This design comes from an exercise in tuning for small area on the open sky130 flow, not from production work. RTL that was checked went through simulation tests only; none was proved equivalent to the original. The RTL of run 1 was laid out without a check of its function. Power is estimated from default activity; no workload was simulated.

File: flow/flow/run.sh
#!/bin/bash
# ORFS layout (the standard.sh) with three changes:
#  - synthesis maps logic with an area-oriented ABC script (flow/abc_area.script);
#    everything else in the synthesis scripts is ORFS's own, so registers are unchanged
#  - port buffers use sky130_fd_sc_hd__buf_1
#  - clock tree built from clkbuf_4/clkbuf_8 without dummy loads
set -euo pipefail
here=$(pwd)
rm -rf "$here/orfs_scripts"
cp -r "$FLOW_HOME/scripts" "$here/orfs_scripts"
cp "$here/flow/abc_area.script" "$here/orfs_scripts/abc_area.script"
bash standard.sh synth "SCRIPTS_DIR=$here/orfs_scripts" > synth_make.log 2>&1
bash standard.sh finish \
  "BUFFER_PORTS_ARGS=-buffer_cell sky130_fd_sc_hd__buf_1" \
  "CTS_ARGS=-sink_clustering_enable -repair_clock_nets -dont_use_dummy_load -buf_list {sky130_fd_sc_hd__clkbuf_4 sky130_fd_sc_hd__clkbuf_8}" \
  > flow_make.log 2>&1
File: flow/flow/abc_area.script
strash
dc2
&get -n
&dch -f
&nf -D 50000 -R 1000
&put
strash
dc2
&get -n
&dch -f
&nf -D 50000 -R 1000
&put
File: flow/standard.sh
#!/bin/bash
# synth_recipe.tcl (not shown) runs the flow's synth.tcl, then flattens the netlist and writes it again
# the make line also repeats each setting of config.mk as NAME=value (left out here)
make -C /OpenROAD-flow-scripts/flow DESIGN_CONFIG=/design/flow/config.mk WORK_HOME=/design/flow/orfs CLKGATE_MAP_FILE= SYNTH_SCRIPT=/design/flow/synth_recipe.tcl "${@:-finish}"
File: flow/config.mk
export PLATFORM = sky130hd
export DESIGN_NAME = vtcore
export DESIGN_NICKNAME = vtcore
export VERILOG_FILES = /design/flow/design.v
export SDC_FILE = /design/flow/constraint.sdc
export NUM_CORES = 4
export LEC_CHECK = 0
export ABC_AREA = 1
export CAP_MARGIN = 20
export CORE_MARGIN = 2
export CORE_UTILIZATION = 40
export PLACE_DENSITY = 0.6
export SLEW_MARGIN = 20
File: flow/constraint.sdc
create_clock -name core_clock -period 5.0 [get_ports {clk}]
set_input_delay 1.0000 -clock core_clock [delete_from_list [all_inputs] [get_ports {clk}]]
set_output_delay 1.0000 -clock core_clock [all_outputs]
set_load 0.01 [all_outputs]
File: flow/design.v
module vtcore_decode (
    input  wire [31:0] cmd,
    input  wire [2:0]  st,
    output wire [2:0]  fault
);
    wire [3:0] op = cmd[31:28];
    wire [4:0] width = cmd[20:16];
    wire [15:0] value = cmd[15:0];
    wire fam_i = st[2];
    wire fam_w = ~st[2] & st[0];
    wire ses_none = ~st[1];
    wire ses_rdy  = st[2] & st[1] & ~st[0];
    wire ses_str  = st[2] & st[1] & st[0];
    wire ses_sel  = ~st[2] & st[1];
    wire n0 = |cmd[27:24], n1 = |cmd[23:22], n2 = cmd[21], n3 = |cmd[20:16],
         n4 = |cmd[15:8],  n5 = |cmd[7:3],   n6 = |cmd[2:1], n7 = cmd[0];
    reg bad;
    always @(*) begin
        case (op)
            4'h0: bad = 1'b1;
            4'h1: bad = n0|n1|n2|n3|n4|n5;
            4'h2, 4'h3, 4'h6, 4'h8, 4'hB, 4'hD: bad = n0|n1|n2|n3|n4|n5|n6|n7;
            4'h4, 4'hA, 4'hE: bad = n0|n1|n2|n3|n4|n5|n6;
            4'h5: bad = n0|n1|n2|n3|n4;
            4'h7: bad = n0|n1|n2|n3;
            4'h9: bad = n0|n1|n2;
            4'hC: bad = n0|n1;
            default: bad = n0;
        endcase
    end
    reg vbad;
    integer j;
    always @(*) begin
        vbad = 1'b0;
        for (j = 1; j < 16; j = j + 1)
            if (value[j] && (width <= j)) vbad = 1'b1;
    end
    wire fbad = (op == 4'h9) && (width == 5'd0 || (width[4] && width[3:0] != 4'd0) || vbad);
    wire legal = !bad && !fbad;
    reg fam_ok, seq_ok;
    always @(*) begin
        case (op)
            4'h2, 4'h3, 4'h4, 4'h5, 4'h6, 4'h7: fam_ok = fam_i;
            4'h8, 4'h9, 4'hA, 4'hB, 4'hC, 4'hD: fam_ok = fam_w;
            4'hF:                               fam_ok = fam_i | fam_w;
            default:                            fam_ok = 1'b1;
        endcase
        case (op)
            4'h3:             seq_ok = ses_rdy;
            4'h4, 4'h5, 4'h6: seq_ok = ses_str;
            4'h9, 4'hA:       seq_ok = ses_sel;
            4'hE:             seq_ok = (st == 3'b000);
            default:          seq_ok = ses_none;
        endcase
    end
    wire prog_ok = (op != 4'hF) || (fam_i ? !n4 : !n1);
    assign fault = !legal ? 3'd1 : !fam_ok ? 3'd3 : !seq_ok ? 3'd2 : !prog_ok ? 3'd1 : 3'd0;
endmodule
module vtcore (
    input  wire        clk,
    input  wire        rst,           
    input  wire        cmd_valid,
    input  wire [31:0] cmd_data,
    output wire        cmd_ready,
    input  wire [15:0] io_base,
    output wire        port_wr,
    output wire [15:0] port_addr,
    output wire [31:0] port_wdata,
    input  wire        port_fail,
    output wire [15:0] pc,
    output wire [2:0]  fault_code,
    output wire [15:0] fault_pc,
    output wire [31:0] fault_cmd
);
    localparam ST_IDLE = 2'd0, ST_CHECK = 2'd1, ST_WRITE = 2'd2, ST_HOLD = 2'd3;
    localparam SG_LINES = 4'd0,
               SG_INIT0 = 4'd1,  SG_INIT1 = 4'd2,
               SG_START0 = 4'd3, SG_START1 = 4'd4,
               SG_IBIT = 4'd5,
               SG_STOP0 = 4'd6,  SG_STOP1 = 4'd7,  SG_STOP2 = 4'd8,
               SG_SPRE = 4'd9,   SG_SASRT = 4'd10,
               SG_SBIT = 4'd11,  SG_SDESEL = 4'd12;
    localparam [12:0] L_INIT  = 13'b1110101010011;  
    localparam [12:0] L_FRAME = 13'b0001000100010;  
    localparam [12:0] L_IBIT  = 13'b1110101111100;  
    localparam [12:0] L_PRE   = 13'b0101010101111;  
    localparam [12:0] L_SBIT  = 13'b1111110101101;  
    localparam [12:0] L_SHORT = 13'b0011111010010;  
    localparam [12:0] L_LONG  = 13'b0001001101111;  
    reg [1:0]  state;
    reg [2:0]  fs;
    reg [2:0]  fault_code_r;
    reg [15:0] pc_r;
    reg [31:0] cmd_r;
    reg [3:0]  seg;
    reg [1:0]  phase;
    reg [4:0]  m;        
    reg        ack;      
    reg [1:0]  frame;    
    reg [12:0] hc;
    wire halted = (fault_code_r != 3'd0);
    wire [3:0] op = cmd_r[31:28];
    assign cmd_ready  = (state == ST_IDLE) && !halted;
    assign pc         = pc_r;
    assign fault_code = fault_code_r;
    assign fault_pc   = pc_r;
    assign fault_cmd  = cmd_r;
    assign port_addr  = {io_base[15:5] + 11'd1, io_base[4:0]};
    assign port_wr    = (state == ST_WRITE);
    wire [2:0] dec_fault;
    vtcore_decode u_decode (.cmd(cmd_r), .st(fs), .fault(dec_fault));
    wire [31:0] vec = {8'hA0, cmd_r[23:0]};
    wire        vbit = vec[m];
    wire        is_prog = (op == 4'hF);
    wire        wen_frame = (op != 4'hC) && !(is_prog && frame == 2'd1);
    wire        spi_zero  = wen_frame && !(m[4] && m[3] && m[1]);
    wire        long_pause = (op == 4'hA) ? cmd_r[0] : ((op == 4'hC) || (is_prog && frame == 2'd1));
    reg        w_cs, w_clk, w_do;
    reg [12:0] w_load;
    always @(*) begin
        w_cs = 1'b1; w_clk = 1'b0; w_do = 1'b0; w_load = L_FRAME;
        case (seg)
            SG_LINES:  begin w_cs = cmd_r[2]; w_clk = cmd_r[1]; w_do = cmd_r[0]; end
            SG_INIT0:  begin w_load = L_INIT; end
            SG_INIT1:  begin w_clk = 1'b1; w_do = 1'b1; w_load = L_INIT; end
            SG_START0: begin w_clk = 1'b1; end
            SG_START1: begin end
            SG_IBIT:   begin w_cs = 1'b0; w_clk = (phase == 2'd1); w_do = vbit && !ack; w_load = L_IBIT; end
            SG_STOP0:  begin end
            SG_STOP1:  begin w_clk = 1'b1; end
            SG_STOP2:  begin w_clk = 1'b1; w_do = 1'b1; end
            SG_SPRE:   begin w_cs = 1'b0; w_load = L_PRE; end
            SG_SASRT:  begin w_load = L_SBIT; end
            SG_SBIT:   begin w_clk = (phase == 2'd1); w_do = vbit && !(op != 4'h9 && spi_zero); w_load = L_SBIT; end
            default:   begin w_cs = 1'b0; w_load = long_pause ? L_LONG : L_SHORT; end
        endcase
    end
    assign port_wdata = {1'b1, 6'd0, w_cs, 6'd0, w_clk, 11'd0, w_do, 5'd0};
    wire last_phase = (phase == 2'd2);
    wire hold_done  = &hc;
    reg       nx_done;
    reg [3:0] nx_seg;
    always @(*) begin
        nx_done = 1'b0;
        nx_seg  = seg;
        case (seg)
            SG_INIT0:  nx_seg = SG_INIT1;
            SG_INIT1:  if (op == 4'h2) nx_done = 1'b1; else nx_seg = SG_START0;
            SG_START0: nx_seg = SG_START1;
            SG_START1: if (op == 4'h3) nx_done = 1'b1; else nx_seg = SG_IBIT;
            SG_IBIT:   if (last_phase) begin
                           if (op == 4'h4) nx_done = 1'b1;
                           else if (ack && m[4:3] == 2'd0) begin
                               if (op == 4'h5) nx_done = 1'b1; else nx_seg = SG_STOP0;
                           end
                       end
            SG_STOP0:  nx_seg = SG_STOP1;
            SG_STOP1:  nx_seg = SG_STOP2;
            SG_STOP2:  nx_done = 1'b1;
            SG_SPRE:   nx_seg = SG_SASRT;
            SG_SASRT:  if (op == 4'h8) nx_done = 1'b1; else nx_seg = SG_SBIT;
            SG_SBIT:   if (last_phase && m == 5'd0) begin
                           if (op == 4'h9) nx_done = 1'b1; else nx_seg = SG_SDESEL;
                       end
            SG_SDESEL: if (is_prog && frame != 2'd2) nx_seg = SG_SPRE; else nx_done = 1'b1;
            default:   nx_done = 1'b1;
        endcase
    end
    reg [2:0] done_fs;
    always @(*) begin
        case (op)
            4'h2:    done_fs = 3'b110;
            4'h3:    done_fs = 3'b111;
            4'h6:    done_fs = 3'b100;
            4'h8:    done_fs = 3'b011;
            4'hA:    done_fs = 3'b001;
            default: done_fs = fs;
        endcase
    end
    always @(posedge clk) begin
        if (rst) begin
            state        <= ST_IDLE;
            fs           <= 3'b000;
            fault_code_r <= 3'd0;
            pc_r         <= 16'd0;
        end else begin
            case (state)
                ST_IDLE: begin
                    if (cmd_valid && !halted) begin
                        cmd_r <= cmd_data;
                        state <= ST_CHECK;
                    end
                end
                ST_CHECK: begin
                    phase <= 2'd0;
                    frame <= 2'd0;
                    ack   <= 1'b0;
                    if (dec_fault != 3'd0) begin
                        fault_code_r <= dec_fault;
                        state        <= ST_IDLE;
                    end else begin
                        state <= ST_WRITE;
                        case (op)
                            4'h1: seg <= SG_LINES;
                            4'h2: seg <= SG_INIT0;
                            4'h3: seg <= SG_START0;
                            4'h4: begin seg <= SG_IBIT; m <= 5'd0; end
                            4'h5: begin seg <= SG_IBIT; m <= 5'd7; end
                            4'h6: seg <= SG_STOP0;
                            4'h7: begin seg <= SG_INIT0; m <= 5'd31; end
                            4'h8: seg <= SG_SPRE;
                            4'h9: begin seg <= SG_SBIT; m <= cmd_r[20:16] - 5'd1; end
                            4'hA: seg <= SG_SDESEL;
                            4'hB, 4'hC, 4'hD: begin seg <= SG_SPRE; m <= 5'd31; end
                            4'hE: begin
                                fs     <= {~cmd_r[0], 1'b0, cmd_r[0]};
                                pc_r   <= pc_r + 16'd1;
                                state  <= ST_IDLE;
                            end
                            default: begin
                                m <= 5'd31;
                                seg <= fs[2] ? SG_INIT0 : SG_SPRE;
                            end
                        endcase
                    end
                end
                ST_WRITE: begin
                    if (port_fail) begin
                        fault_code_r <= 3'd4;
                        state        <= ST_IDLE;
                    end else if (seg == SG_LINES) begin
                        pc_r    <= pc_r + 16'd1;
                        fs      <= done_fs;
                        state   <= ST_IDLE;
                    end else begin
                        hc    <= w_load;
                        state <= ST_HOLD;
                    end
                end
                default: begin
                    hc <= {hc[11:0], hc[12] ^ hc[11]};
                    if (!hold_done) begin
                    end else if (nx_done) begin
                        pc_r    <= pc_r + 16'd1;
                        fs      <= done_fs;
                        state   <= ST_IDLE;
                    end else begin
                        state <= ST_WRITE;
                        seg   <= nx_seg;
                        if (seg == SG_IBIT) begin
                            if (last_phase) begin
                                phase <= 2'd0;
                                if (ack) begin
                                    ack <= 1'b0;
                                    m   <= {m[4] & m[3] & is_prog, m[4] & m[3] & ~is_prog, 3'b111};
                                end else if (m[2:0] == 3'd0) begin
                                    ack <= 1'b1;
                                end else begin
                                    m <= m - 5'd1;
                                end
                            end else begin
                                phase <= phase + 2'd1;
                            end
                        end
                        if (seg == SG_SBIT) begin
                            if (last_phase) begin
                                phase <= 2'd0;
                                m <= (m == 5'd29) ? 5'd21 : m - 5'd1;
                            end else begin
                                phase <= phase + 2'd1;
                            end
                        end
                        if (seg == SG_SASRT || seg == SG_START1) begin
                            phase <= 2'd0;
                        end
                        if (seg == SG_SDESEL) begin
                            frame <= frame + 2'd1;
                            m     <= 5'd31;
                        end
                    end
                end
            endcase
        end
    end
endmodule
==> flow_summary.toml, run 1 <==
[yosys]
async_flop_share = 0
synthesis.yosys.warnings = 2
yosysSeqAreaShare = 0.419
top_ff_cell_synth = "sky130_fd_sc_hd__edfxtp_1"
synth_enable_flop_cells = 59
synth-adder-area-share = 0.0419
yosys-top-cells-count = "sky130_fd_sc_hd__nor2_1 (67), sky130_fd_sc_hd__edfxtp_1 (59), sky130_fd_sc_hd__nand2_1 (57), sky130_fd_sc_hd__buf_4 (55), sky130_fd_sc_hd__a21oi_1 (45)"
synth_cells = 602
synthSimpleGateAreaFrac = 0.223
yosys.area_share.xor_xnor = 0.0212
synth_top_family_by_area = "simple AND/OR/NAND/NOR gates"
share_of_the_synthesized_area_in_the_top_cell_type = 0.330
ys_types = 53
post_synth_top_area_cell = "sky130_fd_sc_hd__edfxtp_1"
synthMostInstantiatedCell = "sky130_fd_sc_hd__nor2_1"
syn-mean-instance-area_um2 = 8.92
synth.area.top_cells = "sky130_fd_sc_hd__edfxtp_1 (33%), sky130_fd_sc_hd__dfxtp_1 (8.9%), sky130_fd_sc_hd__buf_4 (7.7%)"
synth-compound-area-share = 0.184
synth_area_um2 = 5370
ys_ff_latch = 83
synth.area.mux_share = 0.0158

[placement]
gp_weighted_congestion = 0.888
placedInstanceArea_um2 = 5900
io_buffers = 129
pre_cts_ws_ps = 210
dpl.hpwl_mm = 10.6

[pwr]
power-per-cell-area_nw_per_um2 = 327
intPower_uw = 1270
comb_power_share = 0.323
net-switching-power_uw = 716
power.share.sequential = 0.485
pwr-share-clk = 0.193
power.switching_fraction = 0.361
leakage_power_total_uw = 0.00215
ir_drop_v = 0.000237

[global_route]
grt_max_degree = 33
grt_overflow = 0
antenna_found_initial = 0
grt_pass1_wl_mm = 22.7
grt_pass1_vias = 4568
grt_util_all_layers = 0.198

[floorplan]
fp.coreArea_um2 = 13200
die_boundary_width_um = 120
floorplan.die_area_um2 = 14400
die_extent_in_y_um = 120
ios = 169
rows = 42
floorplan.initialDensity = 0.407

[routing]
post-route-drc-count = 0
antenna_left = 0
detail_route.wl_per_cell_um = 15.5
via_per_inst = 5.47
drt_pre_antenna_iters = 7
via_count = 4970
routed_wl_mm = 14.1
drt_first_iter_violations = 450

[sta]
final_min_period_over_clock_period = 0.931
timing.slew.headroom = 0.547
fin_skew_ps = 38.3
period_needed_ps = 4650
setup_viol = 0
tns_ps = 0
slew_of_the_pin_with_the_lowest_slew_margin_ps = 673
final_critical_path_setup_slack_ps = 346
timing_max_transition_violations_final = 0
report.final.hold_viol_count = 0
timing_limited_maximum_frequency_ghz = 0.215
whs_ps = 511

[setup_path]
rrSetupSlack_ps = 350
cp_max_fo = 5
worst_setup_sp_type = "flip-flop"
worst-endpoint-arrival_ps = 4890
critical_path.endpoint_type = "flip-flop"
critical_path_data_required_time_ps = 5240
criticalPathCategory = "reg2reg"

[layout]
final_core_utilization = 0.460
nNetsFinal = 805
antennaDiodeCount = 0
layout-drive-gt1-share = 0.0477
areaGrowthSynthToFinish_pct = 12.8
final_design_area_no_fill_um2 = 6060

[hold_path]
hp-class = "reg2reg"

[cts]
cts-root-to-sink-buffers = 2
cts_made_buffers = 9
clock-root-buffer = "sky130_fd_sc_hd__clkbuf_8"
cts_sinks = 83
h-tree-depth = 3
tritoncts = "built"
clk_latency_ps = 380
worst_setup_hold_path_clk_slew_ps = 90

[status]
outcome = "complete, no violations"

[run]
timing.max_cap.violations = 0
cells in the final DEF, fill, tap and decap left out, drive strengths merged, types with 4 or more instances in the layout:
cell type,instances
buf,150
nor2,67
edfxtp,59
nand2,57
a21oi,45
o21ai,39
conb,29
nor3,28
dfxtp,24
clkinv,23
and3,19
ha,18
nand3,14
nand2b,12
a31oi,12
xnor2,11
nor2b,9
clkbuf,9
nor4,8
and2,8
a211oi,6
nand4,6
o21bai,6
o21a,6
a221oi,5
mux2i,4
o22ai,4
and4,4
final timing paths:
path,cells past startpoint,end,start
worst max-delay path,25,pc_r[15]$_SDFFE_PP0P_,cmd_r[16]$_DFFE_PP_
worst min-delay path,2,fs[1]$_SDFFE_PP0P_,fs[1]$_SDFFE_PP0P_
worst min register to register,2,fs[1]$_SDFFE_PP0P_,fs[1]$_SDFFE_PP0P_
worst max register to register,25,pc_r[15]$_SDFFE_PP0P_,cmd_r[16]$_DFFE_PP_
logic make-up after synthesis:
kind of cell             Yosys count
buffers and inverters             78
flip-flops                        83
other                              2
XOR/XNOR                          13
AND/OR/NAND/NOR                  245
multiplexers                       6
adder cells (fa/ha/maj)           18
AO/OA/AOI/OAI                    157
area by class of cell:
class	instances	area (um2)
repair buffers	150	642
well taps	176	220
clock buffers	9	124
fillers	1302	7130
inverters	23	86.3
multi-input cells	468	2740
flip-flops and latches	83	2250
sequential cells by signal (all words and copies together) (netlist names):
name	flops
cmd_r	32
fs	3
frame	2
ack	1
pc_r	16
hc	13
fault_code_r	3
state	2
phase	2
m	5
seg	4
power groups by stage:
stage | Sequential [uW] | Combinational (uW) | Clock (uW)
after global placement | 976 | 621 | 0
after global routing | 975 | 716 | 421
after detailed placement | 978 | 622 | 0
after floorplan | 978 | 411 | 0
after CTS | 963 | 625 | 397
final | 962 | 641 | 382
routing by layer:
layer,vias up,track usage,part of all wire
li1,2421,-,-
met4,0,0.0787,0.020
met1,2280,0.280,0.47
met3,24,0.0509,0.078
met5,-,0,0
met2,245,0.288,0.44
through the flow:
step                      std cells  total power [uW]
after floorplan                 629              1390
after global placement          896              1600
after detailed placement        896              1600
after CTS                       905              1980
after global routing            909              2110
final                           909              1980
worst max-delay path, cell delays in order, from the launching register on:
cell and delay, ps:
sky130_fd_sc_hd__edfxtp_1 470, sky130_fd_sc_hd__buf_4 190, sky130_fd_sc_hd__ha_1 220, sky130_fd_sc_hd__o21ai_0 160
sky130_fd_sc_hd__nand3_1 80, sky130_fd_sc_hd__nand2_1 70, sky130_fd_sc_hd__a21oi_1 60, sky130_fd_sc_hd__o22ai_1 130
sky130_fd_sc_hd__o2111ai_1 120, sky130_fd_sc_hd__a221oi_1 240, sky130_fd_sc_hd__nor2_1 70, sky130_fd_sc_hd__o21ai_0 210
sky130_fd_sc_hd__o21ai_1 170, sky130_fd_sc_hd__a311oi_2 250, sky130_fd_sc_hd__nand2_1 110, sky130_fd_sc_hd__nand2_1 80
sky130_fd_sc_hd__and4b_1 250, sky130_fd_sc_hd__and2_1 180, sky130_fd_sc_hd__and4_1 240, sky130_fd_sc_hd__and3_1 200
sky130_fd_sc_hd__and3_1 200, sky130_fd_sc_hd__and3_1 200, sky130_fd_sc_hd__and3_1 200, sky130_fd_sc_hd__and3_1 200
sky130_fd_sc_hd__and3_1 170, sky130_fd_sc_hd__nor3_1 50
timing repair:
action                     4_1_cts  5_1_grt
gates resized for setup          0        4
setup buffers                    0        4
setup endpoints to repair        0        5
hold buffers                     0        0
==> run 2: changes to the inputs <==
--- a/flow/design.v
+++ b/flow/design.v
@@ -5,55 +5,45 @@
 );
     wire [3:0] op = cmd[31:28];
-    wire [4:0] width = cmd[20:16];
-    wire [15:0] value = cmd[15:0];
+    wire [4:0] w  = cmd[20:16];
+    wire [15:0] v = cmd[15:0];
+    wire o0 = (op == 4'h0), o1 = (op == 4'h1), o4 = (op == 4'h4), o5 = (op == 4'h5);
+    wire o7 = (op == 4'h7), o9 = (op == 4'h9), oA = (op == 4'hA), oC = (op == 4'hC);
+    wire oE = (op == 4'hE), oF = (op == 4'hF);
+    wire n0 = |cmd[27:24], n1 = |cmd[23:22], n2 = cmd[21], n3 = |cmd[20:16],
+         n4 = |cmd[15:8],  n5 = |cmd[7:3],   n6 = |cmd[2:1], n7 = cmd[0];
+    wire k2 = ~(oC | oF);
+    wire k3 = k2 & ~o9;
+    wire k4 = k3 & ~o7;
+    wire k5 = k4 & ~o5;
+    wire k6 = k5 & ~o1;
+    wire k7 = k6 & ~(o4 | oA | oE);
+    wire rbad = n0 | (n1 & ~oF) | (n2 & k2) | (n3 & k3) | (n4 & k4) | (n5 & k5) | (n6 & k6) | (n7 & k7);
+    wire [15:0] s;
+    assign s[15] = v[15];
+    genvar g;
+    generate for (g = 0; g < 15; g = g + 1) begin : g_s
+        assign s[g] = v[g] | s[g+1];
+    end endgenerate
+    wire wbad = w[4] ? (w[3:0] != 4'd0) : ((w[3:0] == 4'd0) | s[w[3:0]]);
+    wire legal = ~o0 & ~rbad & ~(o9 & wbad);
     wire fam_i = st[2];
     wire fam_w = ~st[2] & st[0];
-    wire ses_none = ~st[1];
-    wire ses_rdy  = st[2] & st[1] & ~st[0];
-    wire ses_str  = st[2] & st[1] & st[0];
-    wire ses_sel  = ~st[2] & st[1];
-    wire n0 = |cmd[27:24], n1 = |cmd[23:22], n2 = cmd[21], n3 = |cmd[20:16],
-         n4 = |cmd[15:8],  n5 = |cmd[7:3],   n6 = |cmd[2:1], n7 = cmd[0];
-    reg bad;
+    wire i2c_op = ~op[3] & (op[2] | op[1]);           
+    wire spi_op = op[3] & ~(op[2] & op[1]);           
+    wire fam_ok = ~((i2c_op & ~fam_i) | (spi_op & ~fam_w) | (oF & ~(fam_i | fam_w)));
+    reg seq_ok;
     always @(*) begin
         case (op)
-            4'h0: bad = 1'b1;
-            4'h1: bad = n0|n1|n2|n3|n4|n5;
-            4'h2, 4'h3, 4'h6, 4'h8, 4'hB, 4'hD: bad = n0|n1|n2|n3|n4|n5|n6|n7;
-            4'h4, 4'hA, 4'hE: bad = n0|n1|n2|n3|n4|n5|n6;
-            4'h5: bad = n0|n1|n2|n3|n4;
-            4'h7: bad = n0|n1|n2|n3;
-            4'h9: bad = n0|n1|n2;
-            4'hC: bad = n0|n1;
-            default: bad = n0;
-        endcase
-    end
-    reg vbad;
-    integer j;
-    always @(*) begin
-        vbad = 1'b0;
-        for (j = 1; j < 16; j = j + 1)
-            if (value[j] && (width <= j)) vbad = 1'b1;
-    end
-    wire fbad = (op == 4'h9) && (width == 5'd0 || (width[4] && width[3:0] != 4'd0) || vbad);
-    wire legal = !bad && !fbad;
-    reg fam_ok, seq_ok;
-    always @(*) begin
-        case (op)
-            4'h2, 4'h3, 4'h4, 4'h5, 4'h6, 4'h7: fam_ok = fam_i;
-            4'h8, 4'h9, 4'hA, 4'hB, 4'hC, 4'hD: fam_ok = fam_w;
-            4'hF:                               fam_ok = fam_i | fam_w;
-            default:                            fam_ok = 1'b1;
-        endcase
-        case (op)
-            4'h3:             seq_ok = ses_rdy;
-            4'h4, 4'h5, 4'h6: seq_ok = ses_str;
-            4'h9, 4'hA:       seq_ok = ses_sel;
+            4'h3:             seq_ok = st[2] & st[1] & ~st[0];
+            4'h4, 4'h5, 4'h6: seq_ok = st[2] & st[1] & st[0];
+            4'h9, 4'hA:       seq_ok = ~st[2] & st[1];
             4'hE:             seq_ok = (st == 3'b000);
-            default:          seq_ok = ses_none;
-        endcase
-    end
-    wire prog_ok = (op != 4'hF) || (fam_i ? !n4 : !n1);
-    assign fault = !legal ? 3'd1 : !fam_ok ? 3'd3 : !seq_ok ? 3'd2 : !prog_ok ? 3'd1 : 3'd0;
+            default:          seq_ok = ~st[1];
+        endcase
+    end
+    wire prog_bad = oF & (fam_i ? n4 : n1);
+    assign fault[0] = ~legal | ~fam_ok | (seq_ok & prog_bad);
+    assign fault[1] = legal & (~fam_ok | ~seq_ok);
+    assign fault[2] = 1'b0;
 endmodule
 module vtcore (
==> flow_summary.toml, run 2 <==
[cts]
clock-root-buffer = "sky130_fd_sc_hd__clkbuf_8"
cts_made_buffers = 9
cts_hold_buffers = 0
cts-root-to-sink-buffers = 2
cts_sinks = 83
worst_setup_hold_path_clk_slew_ps = 80
clk_latency_ps = 370
h-tree-depth = 3
tritoncts = "built"

[yosys]
async_flop_share = 0
synth.area.top_cells = "sky130_fd_sc_hd__edfxtp_1 (34%), sky130_fd_sc_hd__dfxtp_1 (9.2%), sky130_fd_sc_hd__buf_4 (7.9%)"
synth-adder-area-share = 0.0335
synthSimpleGateAreaFrac = 0.215
synth_top_family_by_area = "simple AND/OR/NAND/NOR gates"
synth_cells = 587
synth-compound-area-share = 0.182
synth.area.mux_share = 0.0201
top_ff_cell_synth = "sky130_fd_sc_hd__edfxtp_1"
synthesis.yosys.warnings = 2
yosys-top-cells-count = "sky130_fd_sc_hd__nor2_1 (67), sky130_fd_sc_hd__nand2_1 (60), sky130_fd_sc_hd__edfxtp_1 (59), sky130_fd_sc_hd__buf_4 (55), sky130_fd_sc_hd__a21oi_1 (48)"
yosysSeqAreaShare = 0.431
share_of_the_synthesized_area_in_the_top_cell_type = 0.339
syn-mean-instance-area_um2 = 8.91
synth_area_um2 = 5230
ys_types = 51
yosys.area_share.xor_xnor = 0.0218
synth_enable_flop_cells = 59
synthMostInstantiatedCell = "sky130_fd_sc_hd__nor2_1"
post_synth_top_area_cell = "sky130_fd_sc_hd__edfxtp_1"
ys_ff_latch = 83

[pwr]
power-per-cell-area_nw_per_um2 = 250
ir_drop_v = 0.000218
post-layout-total-power_uw = 1490
leakage_power_total_uw = 0.00212

[routing]
detail_route.wl_per_cell_um = 15.2
via_count = 4885
drt_first_iter_violations = 311
via_per_inst = 5.46
routed_wl_mm = 13.6
drt_pre_antenna_iters = 5
post-route-drc-count = 0
antenna_left = 0

[sta]
timing_max_transition_violations_final = 0
fin_skew_ps = 19.8
period_needed_ps = 4640
slew_of_the_pin_with_the_lowest_slew_margin_ps = 941
rsz0062_at_grt = "false"
setup_viol = 0
tns_ps = 0
final_min_period_over_clock_period = 0.929
report.final.hold_viol_count = 0
timing_limited_maximum_frequency_ghz = 0.215
timing.slew.headroom = 0.373

[setup_path]
critical_path.top_delay_family = "simple AND/OR/NAND/NOR gates"
worst-endpoint-arrival_ps = 4900
max_stage_delay_ps = 450
critPathMostFrequentCell = "sky130_fd_sc_hd__and3_1"
critical_path_data_required_time_ps = 5250
worst_setup_sp_type = "flip-flop"
worstPathBufferInverterCount = 1
cp_max_fo = 4
criticalPathCategory = "reg2reg"
worst_path_cell_trace = "nor2b_1 -> nand2_1 -> nand2_1 -> a21oi_1 -> o32a_1 -> o31ai_1 -> a32oi_1 -> or4_1 -> a21oi_1 -> o311ai_1 -> a211oi_2 -> and2_0 -> nor2b_1 -> nor4_2 -> buf_4 -> and2_4 -> and4_1 -> and3_1 -> and3_1 -> and3_1 -> and3_1 -> and3_1 -> and3_1 -> nor3_1"
critical_path.endpoint_type = "flip-flop"
worst_path_max_delay_cell = "sky130_fd_sc_hd__edfxtp_1"

[layout]
largest_reg_flops = 32
layout-drive-gt1-share = 0.0595
regMostFlops = "cmd_r"
layout.area.seq_um2 = 2250
final_design_area_no_fill_um2 = 5960
commonest_non_fill_non_tap_cells_in_the_layout = "sky130_fd_sc_hd__buf_1 (129), sky130_fd_sc_hd__nor2_1 (65), sky130_fd_sc_hd__nand2_1 (60), sky130_fd_sc_hd__edfxtp_1 (59), sky130_fd_sc_hd__a21oi_1 (48)"
layout.cells.most_common = "sky130_fd_sc_hd__buf_1"
fillCellCount = 1233
top_regs = "cmd_r x32, pc_r x16, hc x13"
final_core_utilization = 0.471
nNetsFinal = 791
antennaDiodeCount = 0
multi_input_gate_area_um2 = 2610
areaGrowthSynthToFinish_pct = 14.0

[global_route]
grt_max_degree = 33
grt_util_all_layers = 0.195
grt_pass1_vias = 4528
grt_pass1_wl_mm = 22.2
grt_overflow = 0
antenna_found_initial = 0

[floorplan]
fp.coreArea_um2 = 12700
ios = 169
floorplan.initialDensity = 0.413
die_extent_in_y_um = 118
rows = 41
floorplan.die_area_um2 = 14000
die_boundary_width_um = 118

[placement]
dpl.hpwl_mm = 10.3
gp_weighted_congestion = 0.954
io_buffers = 129
placedInstanceArea_um2 = 5810

[status]
outcome = "complete, no violations"

[run]
timing.max_cap.violations = 0

[hold_path]
hp-class = "reg2reg"
run 2: kinds of logic (layout without fill, tap and decap cells):
logic type,count (synthesis),count (layout)
other,2,29
AO/OA/AOI/OAI,151,151
adder cells (fa/ha/maj),14,14
multiplexers,8,8
flip-flops,83,83
AND/OR/NAND/NOR,238,238
buffers and inverters,78,187
XOR/XNOR,13,13
run 2: what timing repair did:
action / CTS / global route
setup endpoints to repair: 0 / 4
buffers inserted: 0 / 3
gates resized for setup: 0 / 5
run 2: path summary, 6_finish.rpt:
kind / slack, ps / end / startpoint / depth (start not counted)
worst max-delay path: 360 / pc_r[15]$_SDFFE_PP0P_ / cmd_r[28]$_DFFE_PP_ / 24
worst min-delay path: 520 / state[0]$_SDFFE_PP0P_ / state[0]$_SDFFE_PP0P_ / 2
worst max register to register: 360 / pc_r[15]$_SDFFE_PP0P_ / cmd_r[28]$_DFFE_PP_ / 24
worst min register to register: 520 / state[0]$_SDFFE_PP0P_ / state[0]$_SDFFE_PP0P_ / 2
run 2: layout make-up:
| class | instances | area share |
|---|---|---|
| well taps | 172 | 0.0361 |
| clock buffers | 9 | 0.0208 |
| flip-flops and latches | 83 | 0.378 |
| multi-input cells | 453 | 0.437 |
| repair buffers | 155 | 0.114 |
| inverters | 23 | 0.0145 |
run 2: tightest hold or removal path, cell delays in order, from the launching register on:
cell                      delay [ps]
sky130_fd_sc_hd__dfxtp_1         350
sky130_fd_sc_hd__nand2_1          60
sky130_fd_sc_hd__a21oi_1          60
run 2: stage by stage:
| stage | instances | setup WS, ps | hold slack [ps] |
|---|---|---|---|
| 4_1_cts | 892 | 99.3 | 526 |
| 2_1_floorplan | 614 | 137 | 457 |
| 6_report | 895 | 357 | 522 |
| 5_1_grt | 895 | 47.5 | 546 |
| 3_3_place_gp | 883 | 252 | 489 |
| 3_5_place_dp | 883 | 111 | 516 |
run 2: report_power, final:
| group | switching, uW | internal, uW |
|---|---|---|
| logic | 188 | 104 |
| registers | 36.2 | 786 |
| clock network | 215 | 161 |
run 2: metal layers:
layer  share of wire  up-vias  GRT usage
met4           0.013        0     0.0866
met1            0.46     2255      0.271
met2            0.45      243      0.293
met5               0        -          0
li1                -     2367          -
met3           0.082       20     0.0372
==> run 3: changes to the inputs <==
--- a/flow/flow/run.sh
+++ b/flow/flow/run.sh
@@ -1,7 +1,9 @@
 #!/bin/bash
-# ORFS layout (the standard.sh) with three changes:
+# ORFS layout (the standard.sh) with these changes:
 #  - synthesis maps logic with an area-oriented ABC script (flow/abc_area.script);
 #    everything else in the synthesis scripts is ORFS's own, so registers are unchanged
 #  - port buffers use sky130_fd_sc_hd__buf_1
+#  - one tie cell per constant instead of one per constant pin
+#  - placement is not timing driven; synthesis buffers are removed before it
 #  - clock tree built from clkbuf_4/clkbuf_8 without dummy loads
 set -euo pipefail
@@ -12,4 +14,7 @@
 bash standard.sh synth "SCRIPTS_DIR=$here/orfs_scripts" > synth_make.log 2>&1
 bash standard.sh finish \
+  "SKIP_REPAIR_TIE_FANOUT=1" \
+  "GPL_TIMING_DRIVEN=0" \
+  "PRE_GLOBAL_PLACE_TCL=$here/flow/pre_gpl.tcl" \
   "BUFFER_PORTS_ARGS=-buffer_cell sky130_fd_sc_hd__buf_1" \
   "CTS_ARGS=-sink_clustering_enable -repair_clock_nets -dont_use_dummy_load -buf_list {sky130_fd_sc_hd__clkbuf_4 sky130_fd_sc_hd__clkbuf_8}" \
==> flow/flow/pre_gpl.tcl (new file) <==
# Remove the buffers synthesis inserted (as timing-driven placement would) before
# port buffering, since placement here is not timing driven.
remove_buffers
==> flow_summary.toml, run 3 <==
[placement]
dpl.hpwl_mm = 9.95
gp_weighted_congestion = 0.913
post-place-cells = 836
io_buffers = 129

[yosys]
share_of_the_synthesized_area_in_the_top_cell_type = 0.339
yosysSeqAreaShare = 0.431
synthesis.yosys.warnings = 2
yosys-top-cells-count = "sky130_fd_sc_hd__nor2_1 (67), sky130_fd_sc_hd__nand2_1 (60), sky130_fd_sc_hd__edfxtp_1 (59), sky130_fd_sc_hd__buf_4 (55), sky130_fd_sc_hd__a21oi_1 (48)"
synth_enable_flop_cells = 59
synthMostInstantiatedCell = "sky130_fd_sc_hd__nor2_1"
syn-mean-instance-area_um2 = 8.91
synth.area.top_cells = "sky130_fd_sc_hd__edfxtp_1 (34%), sky130_fd_sc_hd__dfxtp_1 (9.2%), sky130_fd_sc_hd__buf_4 (7.9%)"
post_synth_top_area_cell = "sky130_fd_sc_hd__edfxtp_1"
ys_types = 51
ys_ff_latch = 83
synth_area_um2 = 5230
top_ff_cell_synth = "sky130_fd_sc_hd__edfxtp_1"
synth_cells = 587
async_flop_share = 0

[sta]
timing.slew.headroom = 0.345
period_needed_ps = 4790
final_min_period_over_clock_period = 0.958
timing_max_transition_violations_final = 0
report.final.hold_viol_count = 0
rsz0062_at_grt = "true"
timing_limited_maximum_frequency_ghz = 0.209
setup_viol = 0
slew_of_the_pin_with_the_lowest_slew_margin_ps = 976
whs_ps = 507
tns_ps = 0
fin_skew_ps = 13.3

[setup_path]
cp_max_fo = 5
reg2reg_to = "pc_r[15]$_SDFFE_PP0P_"
worst-endpoint-arrival_ps = 5010
criticalPathCategory = "reg2reg"
worst_setup_sp_type = "flip-flop"
worst-r2r-cell-count = 21
critical_path.endpoint_type = "flip-flop"
critical_path_data_required_time_ps = 5220
critical_path.reg2reg.startpoint = "cmd_r[30]$_DFFE_PP_"
rrSetupSlack_ps = 210

[run]
timing.max_cap.violations = 0

[routing]
antenna_left = 0
via_per_inst = 5.56
via_count = 4874
detail_route.wl_per_cell_um = 15.7
routed_wl_mm = 13.7
drt_first_iter_violations = 407
post-route-drc-count = 0
drt_pre_antenna_iters = 6

[global_route]
grt_overflow = 0
grt_pass1_vias = 4522
grt_max_degree = 29
grt_pass1_wl_mm = 22.2
grt_util_all_layers = 0.192
antenna_found_initial = 0

[hold_path]
endpoint_of_the_worst_hold_timing_path = "fs[0]$_SDFFE_PP0P_"
hold_path_depth = 2
hp-class = "reg2reg"
min_from = "fs[0]$_SDFFE_PP0P_"

[layout]
antennaDiodeCount = 0
number_of_standard_cells_in_the_layout_taps_in_and_fillers_out = 876
top_regs = "cmd_r x32, pc_r x16, hc x13"
regMostFlops = "cmd_r"
commonest_non_fill_non_tap_cells_in_the_layout = "sky130_fd_sc_hd__buf_1 (128), sky130_fd_sc_hd__nor2_1 (65), sky130_fd_sc_hd__nand2_1 (60), sky130_fd_sc_hd__edfxtp_1 (59), sky130_fd_sc_hd__a21oi_1 (47)"
nNetsFinal = 772
areaGrowthSynthToFinish_pct = 15.4
final_core_utilization = 0.476
layout.cells.most_common = "sky130_fd_sc_hd__buf_1"
layout-drive-gt1-share = 0.0980
largest_reg_flops = 32

[floorplan]
ios = 169
rows = 41
floorplan.initialDensity = 0.413
fp.coreArea_um2 = 12700
die_boundary_width_um = 118
floorplan.die_area_um2 = 14000
die_extent_in_y_um = 118

[pwr]
ir_drop_v = 0.000202
power-per-cell-area_nw_per_um2 = 248
leakage_power_total_uw = 0.00209

[cts]
cts_made_buffers = 9
cts-root-to-sink-buffers = 2
clk_latency_ps = 350
h-tree-depth = 3
cts_hold_buffers = 0
cts_sinks = 83
worst_setup_hold_path_clk_slew_ps = 80
tritoncts = "built"
clock-root-buffer = "sky130_fd_sc_hd__clkbuf_8"

[status]
outcome = "complete, no violations"
==> run 3: worst max path at each step <==
stage,startpoint,to,cells after the start
finish,cmd_r[30]$_DFFE_PP_,pc_r[15]$_SDFFE_PP0P_,21
detailed placement,cmd_r[29]$_DFFE_PP_,pc_r[15]$_SDFFE_PP0P_,23
CTS,cmd_r[30]$_DFFE_PP_,pc_r[15]$_SDFFE_PP0P_,21
global placement,cmd_r[29]$_DFFE_PP_,pc_r[15]$_SDFFE_PP0P_,23
floorplan,cmd_r[29]$_DFFE_PP_,pc_r[15]$_SDFFE_PP0P_,23
global route,cmd_r[28]$_DFFE_PP_,pc_r[15]$_SDFFE_PP0P_,22
==> run 3: layer usage <==
layer,GRT usage,up-vias,wire length (um)
li1,-,2363,-
met1,0.274,2276,6210
met2,0.292,216,6250
met3,0.0410,19,1080
met4,0.0557,0,201
met5,0,-,0
==> run 3: layout make-up <==
class                   instances  area [um2]
inverters                      23        86.3
flip-flops and latches         83        2250
clock buffers                   9         124
fillers                      1251        6640
repair buffers                163         758
multi-input cells             426        2600
well taps                     172         215
==> run 3: cell families after synthesis <==
kind of cell,count (synthesis),synth area share
buffers and inverters,78,0.0954
muxes,8,0.0201
and+or+nand+nor,238,0.215
DFF,83,0.431
AOI/OAI and AO/OA,151,0.182
other,2,0.00144
xor gates and xnor gates,13,0.0218
adders and majority gates,14,0.0335
==> run 3: critical path: stages (launching register included) <==
cell	delay, ps
sky130_fd_sc_hd__edfxtp_1	460
sky130_fd_sc_hd__buf_4	190
sky130_fd_sc_hd__or2_1	260
sky130_fd_sc_hd__o32a_1	200
sky130_fd_sc_hd__o31ai_2	210
sky130_fd_sc_hd__a32oi_1	80
sky130_fd_sc_hd__or4_1	440
sky130_fd_sc_hd__a21oi_2	160
sky130_fd_sc_hd__o311ai_2	140
sky130_fd_sc_hd__a211oi_2	230
sky130_fd_sc_hd__and2_4	190
sky130_fd_sc_hd__nor2b_1	90
sky130_fd_sc_hd__nor4_4	380
sky130_fd_sc_hd__and2_4	210
sky130_fd_sc_hd__and4_4	230
sky130_fd_sc_hd__and3_4	200
sky130_fd_sc_hd__and3_4	190
sky130_fd_sc_hd__and3_4	190
sky130_fd_sc_hd__and3_1	190
sky130_fd_sc_hd__and3_1	220
sky130_fd_sc_hd__and3_1	160
sky130_fd_sc_hd__nor3_1	40
==> run 3: metrics by stage <==
step | worst slack (ps) | total power (uW) | instance area (um2)
floorplan | 137 | 1030 | 5240
global placement | -696 | 1100 | 5520
detailed placement | -693 | 1120 | 5580
CTS | 1.14 | 1500 | 5900
global route | -14.4 | 1580 | 6040
finish | 208 | 1500 | 6040
==> run 3: timing repair <==
item                       4_1_cts  5_1_grt
setup buffers                   23        8
pin swaps                        2        2
gates resized for setup          5       22
setup endpoints to repair        7        6
gates cloned                     0        0
==> run 3: power by group <==
group	leakage [uW]	internal, uW	switching, uW	total (uW)
logic	0.00129	109	191	300
clock network	0.0000647	161	210	371
registers	0.000735	786	41.9	828
total	0.00209	1060	443	1500
==> run 4: changes to the inputs <==
--- a/flow/design.v
+++ b/flow/design.v
@@ -165,20 +165,34 @@
             4'h8:    done_fs = 3'b011;
             4'hA:    done_fs = 3'b001;
+            4'hE:    done_fs = {~cmd_r[0], 1'b0, cmd_r[0]};
             default: done_fs = fs;
         endcase
+    end
+    wire fam_done = (state == ST_CHECK) && (op == 4'hE) && (cmd_r[27:1] == 27'd0) && (fs == 3'b000);
+    wire cmd_done = fam_done ||
+                    ((state == ST_WRITE) && !port_fail && seg == SG_LINES) ||
+                    ((state == ST_HOLD) && hold_done && nx_done);
+    always @(posedge clk)
+        hc <= (state == ST_WRITE) ? w_load : {hc[11:0], hc[12] ^ hc[11]};
+    always @(posedge clk) begin
+        if (rst) begin
+            pc_r <= 16'd0;
+            fs   <= 3'b000;
+        end else begin
+            if (cmd_done) begin
+                pc_r <= pc_r + 16'd1;
+                fs   <= done_fs;
+            end
+        end
     end
     always @(posedge clk) begin
         if (rst) begin
             state        <= ST_IDLE;
-            fs           <= 3'b000;
             fault_code_r <= 3'd0;
-            pc_r         <= 16'd0;
         end else begin
             case (state)
                 ST_IDLE: begin
-                    if (cmd_valid && !halted) begin
-                        cmd_r <= cmd_data;
-                        state <= ST_CHECK;
-                    end
+                    if (!halted) cmd_r <= cmd_data;
+                    if (cmd_valid && !halted) state <= ST_CHECK;
                 end
                 ST_CHECK: begin
@@ -189,6 +203,9 @@
                         fault_code_r <= dec_fault;
                         state        <= ST_IDLE;
+                    end else if (op == 4'hE) begin
+                        state <= ST_IDLE;
                     end else begin
                         state <= ST_WRITE;
+                    end
                         case (op)
                             4'h1: seg <= SG_LINES;
@@ -203,9 +220,5 @@
                             4'hA: seg <= SG_SDESEL;
                             4'hB, 4'hC, 4'hD: begin seg <= SG_SPRE; m <= 5'd31; end
-                            4'hE: begin
-                                fs     <= {~cmd_r[0], 1'b0, cmd_r[0]};
-                                pc_r   <= pc_r + 16'd1;
-                                state  <= ST_IDLE;
-                            end
+                            4'hE: ;
                             default: begin
                                 m <= 5'd31;
@@ -213,5 +226,4 @@
                             end
                         endcase
-                    end
                 end
                 ST_WRITE: begin
@@ -220,19 +232,13 @@
                         state        <= ST_IDLE;
                     end else if (seg == SG_LINES) begin
-                        pc_r    <= pc_r + 16'd1;
-                        fs      <= done_fs;
-                        state   <= ST_IDLE;
+                        state <= ST_IDLE;
                     end else begin
-                        hc    <= w_load;
                         state <= ST_HOLD;
                     end
                 end
                 default: begin
-                    hc <= {hc[11:0], hc[12] ^ hc[11]};
                     if (!hold_done) begin
                     end else if (nx_done) begin
-                        pc_r    <= pc_r + 16'd1;
-                        fs      <= done_fs;
-                        state   <= ST_IDLE;
+                        state <= ST_IDLE;
                     end else begin
                         state <= ST_WRITE;
@@ -261,7 +267,4 @@
                             end
                         end
-                        if (seg == SG_SASRT || seg == SG_START1) begin
-                            phase <= 2'd0;
-                        end
                         if (seg == SG_SDESEL) begin
                             frame <= frame + 2'd1;
==> flow_summary.toml, run 4 <==
[yosys]
ys_ff_latch = 83
synth_enable_flop_cells = 46
async_flop_share = 0
post_synth_top_area_cell = "sky130_fd_sc_hd__edfxtp_1"
yosysSeqAreaShare = 0.418
share_of_the_synthesized_area_in_the_top_cell_type = 0.272
synthesis.yosys.warnings = 2
synth_area_um2 = 5080
synth_cells = 585
synth.area.top_cells = "sky130_fd_sc_hd__edfxtp_1 (27%), sky130_fd_sc_hd__dfxtp_1 (15%), sky130_fd_sc_hd__buf_4 (8.1%)"
top_ff_cell_synth = "sky130_fd_sc_hd__edfxtp_1"
yosys-top-cells-count = "sky130_fd_sc_hd__nand2_1 (57), sky130_fd_sc_hd__buf_4 (55), sky130_fd_sc_hd__a21oi_1 (52), sky130_fd_sc_hd__nor2_1 (49), sky130_fd_sc_hd__edfxtp_1 (46)"
syn-mean-instance-area_um2 = 8.68
ys_types = 51
synthMostInstantiatedCell = "sky130_fd_sc_hd__nand2_1"

[layout]
antennaDiodeCount = 0
regMostFlops = "cmd_r"
commonest_non_fill_non_tap_cells_in_the_layout = "sky130_fd_sc_hd__buf_1 (128), sky130_fd_sc_hd__nand2_1 (57), sky130_fd_sc_hd__a21oi_1 (52), sky130_fd_sc_hd__nor2_1 (49), sky130_fd_sc_hd__edfxtp_1 (46)"
layout-drive-gt1-share = 0.0194
areaGrowthSynthToFinish_pct = 8.80
nNetsFinal = 738
largest_reg_flops = 32
layout.cells.most_common = "sky130_fd_sc_hd__buf_1"
top_regs = "cmd_r x32, pc_r x16, hc x13"

[floorplan]
ios = 169
fp.coreArea_um2 = 12500
floorplan.die_area_um2 = 13600
die_extent_in_y_um = 117
floorplan.initialDensity = 0.406
die_boundary_width_um = 117
rows = 41

[cts]
tritoncts = "built"
h-tree-depth = 3
cts-root-to-sink-buffers = 2
clock-root-buffer = "sky130_fd_sc_hd__clkbuf_8"
cts_sinks = 83
cts_resized = 0
post_cts_buffers = 0
cts_made_buffers = 9
clk_latency_ps = 360
worst_setup_hold_path_clk_slew_ps = 80
cts_hold_buffers = 0

[placement]
io_buffers = 129
gp_weighted_congestion = 0.876
dpl.hpwl_mm = 9.69
pre_cts_ws_ps = 787

[global_route]
grt_util_all_layers = 0.189
grt_max_degree = 29
grt_overflow = 0
grt_pass1_vias = 4152
grt_pass1_wl_mm = 20.3
antenna_found_initial = 0

[setup_path]
worst_setup_sp_type = "flip-flop"
max_stage_delay_ps = 520
critical_path_data_required_time_ps = 5230
criticalPathCategory = "reg2reg"
reg2reg_to = "pc_r[15]$_SDFFE_PP0P_"
critical_path.top_delay_family = "simple AND/OR/NAND/NOR gates"
critical_path.endpoint_type = "flip-flop"
critical_path.reg2reg.startpoint = "seg[3]$_DFFE_PP_"
worst-r2r-cell-count = 16
cp.depth = 16
critPathMostFrequentCell = "sky130_fd_sc_hd__and3_1"
worst-endpoint-arrival_ps = 4510
cp_max_fo = 12
rrSetupSlack_ps = 720
worstPathBufferInverterCount = 0
worst_path_max_delay_cell = "sky130_fd_sc_hd__edfxtp_1"
worst_path_cell_trace = "nand2b_1 -> nor3b_1 -> and2_0 -> nand3_1 -> nand2_1 -> nand3_1 -> nand2_1 -> and2_0 -> and4_1 -> and3_1 -> and3_1 -> and3_1 -> and3_1 -> and3_1 -> and3_1 -> nor3_1"

[routing]
drt_first_iter_violations = 285
post-route-drc-count = 0
via_per_inst = 5.44
antenna_left = 0
via_count = 4574
drt_pre_antenna_iters = 5
routed_wl_mm = 12.7
detail_route.wl_per_cell_um = 15.1

[hold_path]
hold_path_depth = 2
min_from = "hc[1]$_DFF_P_"
hp-class = "reg2reg"
endpoint_of_the_worst_hold_timing_path = "hc[2]$_DFF_P_"

[sta]
report.final.hold_viol_count = 0
period_needed_ps = 4280
final_min_period_over_clock_period = 0.856
final_critical_path_setup_slack_ps = 720
timing_max_transition_violations_final = 0
rsz0062_at_grt = "false"
timing_limited_maximum_frequency_ghz = 0.234
tns_ps = 0
timing.slew.headroom = 0.314
fin_skew_ps = 29.2
slew_of_the_pin_with_the_lowest_slew_margin_ps = 1020
setup_viol = 0

[pwr]
leakage_power_total_uw = 0.00189
ir_drop_v = 0.000258
power-per-cell-area_nw_per_um2 = 353
pwr-share-clk = 0.188
power.share.sequential = 0.504
intPower_uw = 1220
power.switching_fraction = 0.371
comb_power_share = 0.308
net-switching-power_uw = 723

[run]
timing.max_cap.violations = 0

[status]
outcome = "complete, no violations"
## run 4: cells by family (layout without fill, tap and decap cells)
group,count (synthesis),after routing,share of synthesized area
buffers and inverters,84,168,0.103
AND/OR/NAND/NOR,231,231,0.224
AO/OA/AOI/OAI,152,152,0.181
other,2,2,0.00148
adder cells (fa/ha/maj),15,15,0.0370
XOR/XNOR,12,12,0.0207
multiplexers,6,6,0.0143
flip-flops,83,83,0.418
## run 4: area by class of cell
class,instances,area [um2]
fillers,1289,6990
inverters,29,109
multi-input cells,418,2440
well taps,172,215
flip-flops and latches,83,2120
clock buffers,9,124
repair buffers,130,513
## run 4: worst max path at each step
| stage | from | to | slack, ps |
|---|---|---|---|
| after detailed placement | seg[3]$_DFFE_PP_ | pc_r[15]$_SDFFE_PP0P_ | 790 |
| after global routing | seg[3]$_DFFE_PP_ | pc_r[15]$_SDFFE_PP0P_ | 470 |
| final | seg[3]$_DFFE_PP_ | pc_r[15]$_SDFFE_PP0P_ | 720 |
| after floorplan | seg[1]$_DFFE_PP_ | pc_r[15]$_SDFFE_PP0P_ | 1530 |
| after CTS | seg[3]$_DFFE_PP_ | pc_r[15]$_SDFFE_PP0P_ | 790 |
| after global placement | seg[3]$_DFFE_PP_ | pc_r[15]$_SDFFE_PP0P_ | 790 |
## run 4: through the flow
step / instances / hold WS [ps] / utilization / cell area [um2] / power (uW)
after floorplan: 585 / 427 / - / 5080 / 1370
final: 841 / 456 / 0.441 / 5520 / 1950
after global placement: 831 / 436 / 0.428 / 5360 / 1560
after global routing: 841 / 466 / 0.441 / 5520 / 2070
after CTS: 841 / 460 / 0.441 / 5520 / 1960
after detailed placement: 832 / 448 / 0.431 / 5400 / 1590
## run 4: worst min-delay path, stage by stage, from the launching register on
cell	delay, ps
sky130_fd_sc_hd__dfxtp_1	320
sky130_fd_sc_hd__clkinv_1	40
sky130_fd_sc_hd__o21ai_0	60
## run 4: routing by layer
metal	vias up	GRT usage	routed length, um	part of all wire
met5	-	0	0	0
met1	2104	0.263	5840	0.46
li1	2269	-	-	-
met4	0	0.0698	265	0.021
met2	176	0.294	5730	0.45
met3	25	0.0337	827	0.065
## run 4: power by group through the flow
stage / Clock (uW) / Sequential [uW] / Combinational, uW
floorplan: 0 / 987 / 384
global placement: 0 / 994 / 561
detailed placement: 0 / 990 / 598
CTS: 382 / 975 / 601
global route: 408 / 996 / 671
finish: 367 / 980 / 600
==> run 5: changes to the inputs <==
--- a/flow/flow/run.sh
+++ b/flow/flow/run.sh
@@ -18,4 +18,4 @@
   "PRE_GLOBAL_PLACE_TCL=$here/flow/pre_gpl.tcl" \
   "BUFFER_PORTS_ARGS=-buffer_cell sky130_fd_sc_hd__buf_1" \
-  "CTS_ARGS=-sink_clustering_enable -repair_clock_nets -dont_use_dummy_load -buf_list {sky130_fd_sc_hd__clkbuf_4 sky130_fd_sc_hd__clkbuf_8}" \
+  "CTS_ARGS=-sink_clustering_enable -repair_clock_nets -dont_use_dummy_load -sink_clustering_size 30 -sink_clustering_max_diameter 120 -buf_list {sky130_fd_sc_hd__clkbuf_4 sky130_fd_sc_hd__clkbuf_8}" \
   > flow_make.log 2>&1
==> flow/flow/abc_area.script (replaced) <==
strash
&get -n
&deepsyn -J 100 -T 250
&put
&get -n
&dch -f
&nf -D 50000 -R 1000
&put
==> flow_summary.toml, run 5 <==
[floorplan]
die_extent_in_y_um = 114
floorplan.initialDensity = 0.407
rows = 40
floorplan.die_area_um2 = 13100
die_boundary_width_um = 114
fp.coreArea_um2 = 12000
ios = 169

[setup_path]
critical_path.reg2reg.startpoint = "seg[0]$_DFFE_PP_"
worst_setup_sp_type = "flip-flop"
cp_max_fo = 11
worst-r2r-cell-count = 15
critical_path.endpoint_type = "flip-flop"
worst-endpoint-arrival_ps = 4780
reg2reg_to = "pc_r[15]$_SDFFE_PP0P_"
criticalPathCategory = "reg2reg"
rrSetupSlack_ps = 440
critical_path_data_required_time_ps = 5220

[layout]
antennaDiodeCount = 0
top_regs = "cmd_r x32, pc_r x16, hc x13"
nNetsFinal = 703
areaGrowthSynthToFinish_pct = 8.38
final_core_utilization = 0.441
layout-drive-gt1-share = 0.0189
layout.cells.most_common = "sky130_fd_sc_hd__buf_1"
largest_reg_flops = 32
final_design_area_no_fill_um2 = 5270
commonest_non_fill_non_tap_cells_in_the_layout = "sky130_fd_sc_hd__buf_1 (128), sky130_fd_sc_hd__nor2_1 (52), sky130_fd_sc_hd__a21oi_1 (47), sky130_fd_sc_hd__nand2_1 (46), sky130_fd_sc_hd__edfxtp_1 (46)"
regMostFlops = "cmd_r"

[hold_path]
hp-class = "reg2reg"
min_from = "hc[2]$_DFF_P_"
hold_path_depth = 2
endpoint_of_the_worst_hold_timing_path = "hc[3]$_DFF_P_"

[sta]
rsz0062_at_grt = "false"
slew_of_the_pin_with_the_lowest_slew_margin_ps = 906
whs_ps = 426
period_needed_ps = 4560
tns_ps = 0
timing.slew.headroom = 0.396
setup_viol = 0
report.final.hold_viol_count = 0
final_min_period_over_clock_period = 0.911
timing_max_transition_violations_final = 0
fin_skew_ps = 15.9
timing_limited_maximum_frequency_ghz = 0.220

[yosys]
yosys-top-cells-count = "sky130_fd_sc_hd__buf_4 (55), sky130_fd_sc_hd__nor2_1 (52), sky130_fd_sc_hd__a21oi_1 (47), sky130_fd_sc_hd__edfxtp_1 (46), sky130_fd_sc_hd__nand2_1 (46)"
async_flop_share = 0
synth_enable_flop_cells = 46
ys_types = 52
synth_area_um2 = 4870
synthesis.yosys.warnings = 2
synth_cells = 550
top_ff_cell_synth = "sky130_fd_sc_hd__edfxtp_1"
yosysSeqAreaShare = 0.436
ys_ff_latch = 83
post_synth_top_area_cell = "sky130_fd_sc_hd__edfxtp_1"
synth.area.top_cells = "sky130_fd_sc_hd__edfxtp_1 (28%), sky130_fd_sc_hd__dfxtp_1 (15%), sky130_fd_sc_hd__buf_4 (8.5%)"
synthMostInstantiatedCell = "sky130_fd_sc_hd__buf_4"
share_of_the_synthesized_area_in_the_top_cell_type = 0.284
syn-mean-instance-area_um2 = 8.85

[pwr]
ir_drop_v = 0.000208
leakage_power_total_uw = 0.00182
power-per-cell-area_nw_per_um2 = 398

[cts]
cts_hold_buffers = 0
clock-root-buffer = "sky130_fd_sc_hd__clkbuf_8"
cts_sinks = 83
cts_made_buffers = 9
tritoncts = "built"
post_cts_buffers = 0
cts_resized = 0
h-tree-depth = 3
worst_setup_hold_path_clk_slew_ps = 80
cts-root-to-sink-buffers = 2
clk_latency_ps = 350

[global_route]
grt_util_all_layers = 0.193
grt_max_degree = 32
antenna_found_initial = 0
grt_pass1_vias = 4067
grt_overflow = 0
grt_pass1_wl_mm = 20.0

[placement]
io_buffers = 129
dpl.hpwl_mm = 9.51
placedInstanceArea_um2 = 5150
gp_weighted_congestion = 0.926

[routing]
post-route-drc-count = 0
detail_route.wl_per_cell_um = 15.9
routed_wl_mm = 12.4
antenna_left = 0
via_per_inst = 5.64
drt_first_iter_violations = 356
drt_pre_antenna_iters = 5
via_count = 4406

[run]
timing.max_cap.violations = 0

[status]
outcome = "complete, no violations"
==> run 5: cell count changes after synthesis, sizes merged, moves of 4 or more <==
cell,previous run,this run
nand3,18,23
nand2,57,46
o211ai,5,1
nor2b,12,8
nor4,4,11
a21oi,52,47
o21ai,39,25
a22oi,7,3
a221oi,1,7
==> run 5: routing by layer <==
| metal | share of wire | up-vias | GRT usage |
|---|---|---|---|
| li1 | - | 2132 | - |
| met2 | 0.46 | 184 | 0.302 |
| met3 | 0.065 | 22 | 0.0349 |
| met5 | 0 | - | 0 |
| met4 | 0.017 | 0 | 0.0780 |
| met1 | 0.46 | 2068 | 0.263 |
==> run 5: per-stage QoR <==
stage | std cells | power [uW] | worst slack, ps
finish | 781 | 2100 | 444
global placement | 771 | 1710 | 545
detailed placement | 772 | 1740 | 493
floorplan | 550 | 1500 | 1440
global route | 781 | 2240 | 0.600
CTS | 781 | 2110 | 470
==> run 5: kinds of logic (layout without fill, tap and decap cells) <==
kind of cell / after synthesis / count (layout) / share of synthesized area
AOI/OAI and AO/OA: 127 / 127 / 0.164
xor gates and xnor gates: 11 / 11 / 0.0198
adders and majority gates: 15 / 15 / 0.0386
buffers and inverters: 87 / 171 / 0.110
DFF: 83 / 83 / 0.436
muxes: 5 / 5 / 0.0103
other: 2 / 2 / 0.00154
and+or+nand+nor: 220 / 220 / 0.220
==> run 5: where the power goes <==
part	leakage, uW	switching (uW)	total [uW]	internal [uW]
registers	0.000730	177	1070	898
logic	0.00103	406	651	244
clock network	0.0000647	210	371	161
==> run 5: worst max path at each step <==
stage	start	end	slack [ps]	depth (start not counted)
CTS	seg[0]$_DFFE_PP_	pc_r[15]$_SDFFE_PP0P_	470	15
floorplan	seg[0]$_DFFE_PP_	pc_r[15]$_SDFFE_PP0P_	1440	15
finish	seg[0]$_DFFE_PP_	pc_r[15]$_SDFFE_PP0P_	440	15
detailed placement	seg[0]$_DFFE_PP_	pc_r[15]$_SDFFE_PP0P_	490	15
global route	seg[0]$_DFFE_PP_	pc_r[15]$_SDFFE_PP0P_	0.6	15
global placement	seg[0]$_DFFE_PP_	pc_r[15]$_SDFFE_PP0P_	540	15
==> run 5: area by class of cell <==
type / count / area (um2)
Fill cell: 1202 / 6690
Multi-Input combinational cell: 380 / 2220
Sequential cell: 83 / 2120
Timing Repair Buffer: 130 / 505
Tap cell: 147 / 184
Clock buffer: 9 / 124
Inverter: 32 / 120
==> run 5: critical path, stage by stage, from the launching register on <==
cell and delay (ps):
sky130_fd_sc_hd__edfxtp_1 550, sky130_fd_sc_hd__or2_0 360, sky130_fd_sc_hd__and3_1 370, sky130_fd_sc_hd__nand2_1 120, sky130_fd_sc_hd__o311ai_0 730, sky130_fd_sc_hd__nand3_1 210
sky130_fd_sc_hd__o211ai_1 340, sky130_fd_sc_hd__and4_1 320, sky130_fd_sc_hd__and3_1 180, sky130_fd_sc_hd__and2_0 170, sky130_fd_sc_hd__and3_1 210, sky130_fd_sc_hd__and3_1 210
sky130_fd_sc_hd__and3_1 220, sky130_fd_sc_hd__and3_1 220, sky130_fd_sc_hd__and3_1 170, sky130_fd_sc_hd__nor3_1 40

[port drivers added, routing unchanged]
The flow's constraints put no driver on any port. The routed layouts listed below were extracted and timed again, unchanged, in two steps.
Step 1, drivers: a clkbuf_16 drives clk and a buf_2 each remaining input, both assumed.
Step 2, shift: input delay + t, output delay - t, t = (earliest + latest rising clock arrival at the registers) / 2. This alone moves slack from input paths to output paths.
Slacks: no drivers / after step 1 / after step 2; pairs: no drivers / after step 1.
run | t (ns) | slack for setup (ns) | worst slew at a driven data input, ns
run 1 | 0.401 | 0.346 / 0.346 / 0.346 | 0.07
run 2 | 0.394 | 0.357 / 0.357 / 0.357 | 0.06
run 3 | 0.377 | 0.208 / 0.208 / 0.208 | 0.07
run 4 | 0.380 | 0.720 / 0.720 / 0.720 | 0.07
run 5 | 0.379 | 0.444 / 0.444 / 0.444 | 0.07
After both steps setup and hold are still met in every run listed.
